From an optimization exercise on the open Yosys and OpenROAD flow, aimed at small area; shortcuts taken in it are not production practice.
Function was checked by simulation only, so behaviour that the tests miss may differ from the original.
Power and IR drop assume default switching activity.

Setup of run 1:
## pwmcore
module pwmcore (
    input  wire        clk,
    input  wire        rst,           
    input  wire        cmd_valid,
    input  wire [31:0] cmd_word,
    output reg         resp_valid,
    output wire [31:0] resp_word,
    input  wire [7:0]  ev_in,
    output wire [3:0]  pin_h,
    output wire [3:0]  pin_l,
    output wire        irq_fault,
    output wire [3:0]  irq_match,
    output wire        irq_ovf
);
    reg [15:0] period;
    reg        direction;       
    reg        mode;            
    reg [9:0]  div;
    reg        enabled;
    reg [15:0] cnt;
    reg        phase;
    reg [9:0]  q;               
    reg        eqp;             
    reg [15:0] max_duty;
    reg [15:0] active0, active1, active2, active3;
    reg [15:0] pending0, pending1, pending2, pending3;
    reg [3:0]  raw;
    reg [3:0]  e;               
    reg [7:0]  dt_low0, dt_low1, dt_low2, dt_low3;
  ...
export LEC_CHECK = 0
export ABC_AREA = 1
export CAP_MARGIN = 30
export CORE_MARGIN = 2
export CORE_UTILIZATION = 50
export CTS_BUF_LIST = sky130_fd_sc_hd__clkbuf_4
export CTS_CLUSTER_SIZE = 20
export PLACE_DENSITY = 0.65
export SLEW_MARGIN = 20
create_clock -name core_clock -period 12.0 [get_ports {clk}]
standard.sh (not shown) runs the stock make flow with config.mk's settings and CLKGATE_MAP_FILE= SYNTH_SCRIPT=/design/flow/synth_recipe.tcl, a recipe that flattens the netlist after the stock synthesis.
==> flow/flow/run.sh <==
#!/bin/bash
# Own layout flow: the standard flow, with one change: the ABC step of
# synthesis uses an area-oriented script (flow/area.abc) in place of ORFS's.
# Everything else (synthesis passes, registers, floorplan, PDN, placement,
# CTS, routing) is the standard flow as standard.sh runs it.
set -euo pipefail
W=$(pwd)
{
  echo "proc abc {args} {"
  echo "  set i [lsearch -exact \$args -script]"
  echo "  if {\$i >= 0} { lset args [expr {\$i + 1}] {$W/flow/area.abc} }"
  echo "  yosys abc {*}\$args"
  echo "}"
  cat synth_recipe.tcl
} > own_synth.tcl
grep -q "SYNTH_SCRIPT=[^ ]*synth_recipe.tcl" standard.sh
sed "s#SYNTH_SCRIPT=[^ ]*synth_recipe.tcl#SYNTH_SCRIPT=$W/own_synth.tcl#" standard.sh > own_standard.sh
bash own_standard.sh > own_flow.log 2>&1
==> flow/flow/area.abc <==
strash
dch -f
map -a
strash
dch -f
map -a
topo
stime -c
Setup changes, run 1 to run 2
Settings: clearing CTS_CLUSTER_SIZE, which used to be 20; putting GPL_TIMING_DRIVEN at 0 where nothing was set; clearing CTS_BUF_LIST, which used to be sky130_fd_sc_hd__clkbuf_4.
--- a/flow/flow/run.sh
+++ b/flow/flow/run.sh
@@ -2,4 +2,7 @@
-# Own layout flow: the standard flow, with one change: the ABC step of
-# synthesis uses an area-oriented script (flow/area.abc) in place of ORFS's.
-# Everything else (synthesis passes, registers, floorplan, PDN, placement,
-# CTS, routing) is the standard flow as standard.sh runs it.
+# Own layout flow: the standard flow (standard.sh) with these changes:
+#  - the ABC step of synthesis uses an area-oriented script (flow/area.abc);
+#  - extra ORFS make variables from flow/make_args.txt (one per line):
+#    the port buffers' cell and the clock tree options.
+# Synthesis passes, registers, floorplan, PDN, placement and routing are
+# otherwise the standard flow's. Each tool's log is in orfs/logs/; make's
+# own output is in own_flow.log.
@@ -18 +21,9 @@
-bash own_standard.sh > own_flow.log 2>&1
+extra=()
+if [[ -f flow/make_args.txt ]]; then
+  while IFS= read -r line; do
+    [[ -n "$line" ]] && extra+=("$line")
+  done < flow/make_args.txt
+fi
+# standard.sh passes its own arguments to make as the targets; put the
+# extra variables first, then the target.
+bash own_standard.sh "${extra[@]}" finish > own_flow.log 2>&1
==> flow/flow/make_args.txt (new file) <==
BUFFER_PORTS_ARGS=-buffer_cell sky130_fd_sc_hd__buf_1
CTS_ARGS=-sink_clustering_enable -repair_clock_nets -dont_use_dummy_load -sink_clustering_size 16 -sink_clustering_max_diameter 60 -buf_list sky130_fd_sc_hd__clkbuf_8
## What came out
Looking at routed length on met2, run 2 sits 8.9% below run 1.
Largest net degree at the start of global routing went up by a few percent going from run 1 to run 2.
The higher instance count after placement with tap cells included of run 1 and run 2 is in run 1.
For post-synthesis instance total, run 1 and run 2 come out practically identical.
Relative to run 1, the proportion of power drawn by the clock network of run 2 is lower by 12 points.
Run 1 has a higher number of DRC violations after detailed-routing iteration 0 than run 2.
Here is what was changed in the inputs of run 3 compared with run 2.
Settings: GPL_TIMING_DRIVEN removed (was 0).
==> flow/run.sh (new file) <==
#!/bin/bash
# synth_recipe.tcl (not shown) runs the flow's synth.tcl, then flattens the netlist and writes it again
# the make line also repeats each setting of config.mk as NAME=value (left out here)
make -C /OpenROAD-flow-scripts/flow DESIGN_CONFIG=/design/flow/config.mk WORK_HOME=/design/flow/orfs CLKGATE_MAP_FILE= SYNTH_SCRIPT=/design/flow/synth_recipe.tcl finish
removed: flow/flow/run.sh
removed: flow/flow/area.abc
removed: flow/flow/make_args.txt
removed: flow/standard.sh
--- outcome ---
- Looking at end point of the critical path, the active0[10] result is from run 3; the raw[0] one comes from run 2.
- On run 3: final cell count is 787 higher than what run 2 gave.
- Between run 3 and run 2, non-clock buffer count is higher for run 3, run 2 comes in under that.
- Across both runs, setup slack was higher for run 3 than for run 2.
- Run 3 ends up with a met2 routed wirelength that is 18% higher than in run 2.
- Diff run 2 -> run 3: area growth from synthesis to layout increased by 2.5 points relative to the old numbers; number of multi-input combinational cells picked up an extra about 35%; final critical-path required period lower; hold slack shrank by 0.049 ns.
- [compare] base=run 2 new=run 3: sequential share of cell area moved down, met2 track demand over resource in global routing moved up, adder and majority gate portion of the synthesized area moved down.
- Commonest non-fill, non-tap cell in the layout: sky130_fd_sc_hd__clkinv_1 -> run 2, sky130_fd_sc_hd__nand2_1 -> run 3
### run 3 -> run 4
==> flow/flow/run.sh (new file) <==
#!/bin/bash
# Own layout flow: the standard flow (standard.sh) with these changes:
#  - the ABC step of synthesis uses an area-oriented script (flow/area.abc);
#  - extra ORFS make variables from flow/make_args.txt (one per line):
#    the port buffers' cell and the clock tree options.
# Synthesis passes, registers, floorplan, PDN, placement and routing are
# otherwise the standard flow's. Each tool's log is in orfs/logs/; make's
# own output is in own_flow.log.
set -euo pipefail
W=$(pwd)
{
  echo "proc abc {args} {"
  echo "  set i [lsearch -exact \$args -script]"
  echo "  if {\$i >= 0} { lset args [expr {\$i + 1}] {$W/flow/area.abc} }"
  echo "  yosys abc {*}\$args"
  echo "}"
  cat synth_recipe.tcl
} > own_synth.tcl
grep -q "SYNTH_SCRIPT=[^ ]*synth_recipe.tcl" standard.sh
sed "s#SYNTH_SCRIPT=[^ ]*synth_recipe.tcl#SYNTH_SCRIPT=$W/own_synth.tcl#" standard.sh > own_standard.sh
extra=()
if [[ -f flow/make_args.txt ]]; then
  while IFS= read -r line; do
    [[ -n "$line" ]] && extra+=("$line")
  done < flow/make_args.txt
fi
# standard.sh passes its own arguments to make as the targets; put the
# extra variables first, then the target.
bash own_standard.sh "${extra[@]}" finish > own_flow.log 2>&1
==> flow/flow/area.abc (new file) <==
strash
dch -f
map -a
strash
dch -f
map -a
topo
stime -c
==> flow/flow/make_args.txt (new file) <==
BUFFER_PORTS_ARGS=-buffer_cell sky130_fd_sc_hd__buf_1
CTS_ARGS=-sink_clustering_enable -repair_clock_nets -dont_use_dummy_load -sink_clustering_size 30 -sink_clustering_max_diameter 80 -buf_list sky130_fd_sc_hd__clkbuf_16
==> flow/standard.sh (new file) <==
#!/bin/bash
# synth_recipe.tcl (not shown) runs the flow's synth.tcl, then flattens the netlist and writes it again
# the make line also repeats each setting of config.mk as NAME=value (left out here)
make -C /OpenROAD-flow-scripts/flow DESIGN_CONFIG=/design/flow/config.mk WORK_HOME=/design/flow/orfs CLKGATE_MAP_FILE= SYNTH_SCRIPT=/design/flow/synth_recipe.tcl "${@:-finish}"
removed: flow/run.sh
--- outcome ---
Run 4 ended up with dt_cnt2[7] as its termination of the worst setup path; run 3 ended up with active0[10]. Run 3 → run 4: worst setup margin moved down, share of total power in sequential cells higher, share of total power in combinational logic decreased 0.4 points, utilization has decreased, total power shows a reduction of about 20%.
diff inputs: run 4 => run 5
==> flow/flow/run.sh <==
#!/bin/bash
# Own layout flow: the standard flow, with one change: the ABC step of
# synthesis uses an area-oriented script (flow/area.abc) in place of ORFS's.
# Everything else (synthesis passes, registers, floorplan, PDN, placement,
# CTS, routing) is the standard flow as standard.sh runs it.
set -euo pipefail
W=$(pwd)
{
  echo "proc abc {args} {"
  echo "  set i [lsearch -exact \$args -script]"
  echo "  if {\$i >= 0} { lset args [expr {\$i + 1}] {$W/flow/area.abc} }"
  echo "  yosys abc {*}\$args"
  echo "}"
  cat synth_recipe.tcl
} > own_synth.tcl
grep -q "SYNTH_SCRIPT=[^ ]*synth_recipe.tcl" standard.sh
sed "s#SYNTH_SCRIPT=[^ ]*synth_recipe.tcl#SYNTH_SCRIPT=$W/own_synth.tcl#" standard.sh > own_standard.sh
bash own_standard.sh > own_flow.log 2>&1
removed: flow/flow/make_args.txt
[summary]
Run 5: flow completed, timing, DRC and antenna clean
In run 5 relative to run 4, layout net count had gone up slightly.
The count of placed standard cells including taps was comparable across run 5 and run 4.
Leakage dissipation was lower in the run labelled run 4.
Changes observed in run 5 relative to run 4: period utilization up 3.0 points, critical-path maximum fanout rose 4.
Compared with run 4, in run 5 first-pass GRT wire length moved up, worst-case vdd ir drop moved up.

-- what the ideal ports hide --
In the flow no input, the clock included, has a driving cell. The finished layouts below were timed again as built, in two steps.
Step 1 (the two cells are an assumption about what drives the block):
set clk [get_ports {clk}]
set_driving_cell -lib_cell sky130_fd_sc_hd__clkbuf_16 $clk
set_driving_cell -lib_cell sky130_fd_sc_hd__buf_2 [delete_from_list [all_inputs] $clk]
Step 2 times the ports against the registers' clock, not the clock port: input delays grow and output delays shrink by t, the midpoint of the rising clock arrivals with the driver on.
a / b / c = no drivers / after step 1 / after step 2; a / b = the first two.
run	t (ns)	setup WS [ns]	worst setup path after step 2	worst data-port slew with drivers (ns)	pins driven straight from the clock port
run 1	0.883	2.205 / 2.205 / 1.521	input to register	0.04	1
run 2	0.683	0.467 / 0.486 / -0.197	input to register	0.09	1
run 3	0.633	2.692 / 2.681 / 2.049	input to register	0.07	1
run 4	0.607	2.514 / 2.536 / 1.930	input to register	0.07	1
run 5	0.617	2.151 / 2.179 / 1.562	input to register	0.04	1
With both steps, setup timing fails in run 2, where it was met with ideal ports. For run 1, which loses most, drivers alone change the setup slack by 0.000 ns; drivers and shift together by -0.684 ns.
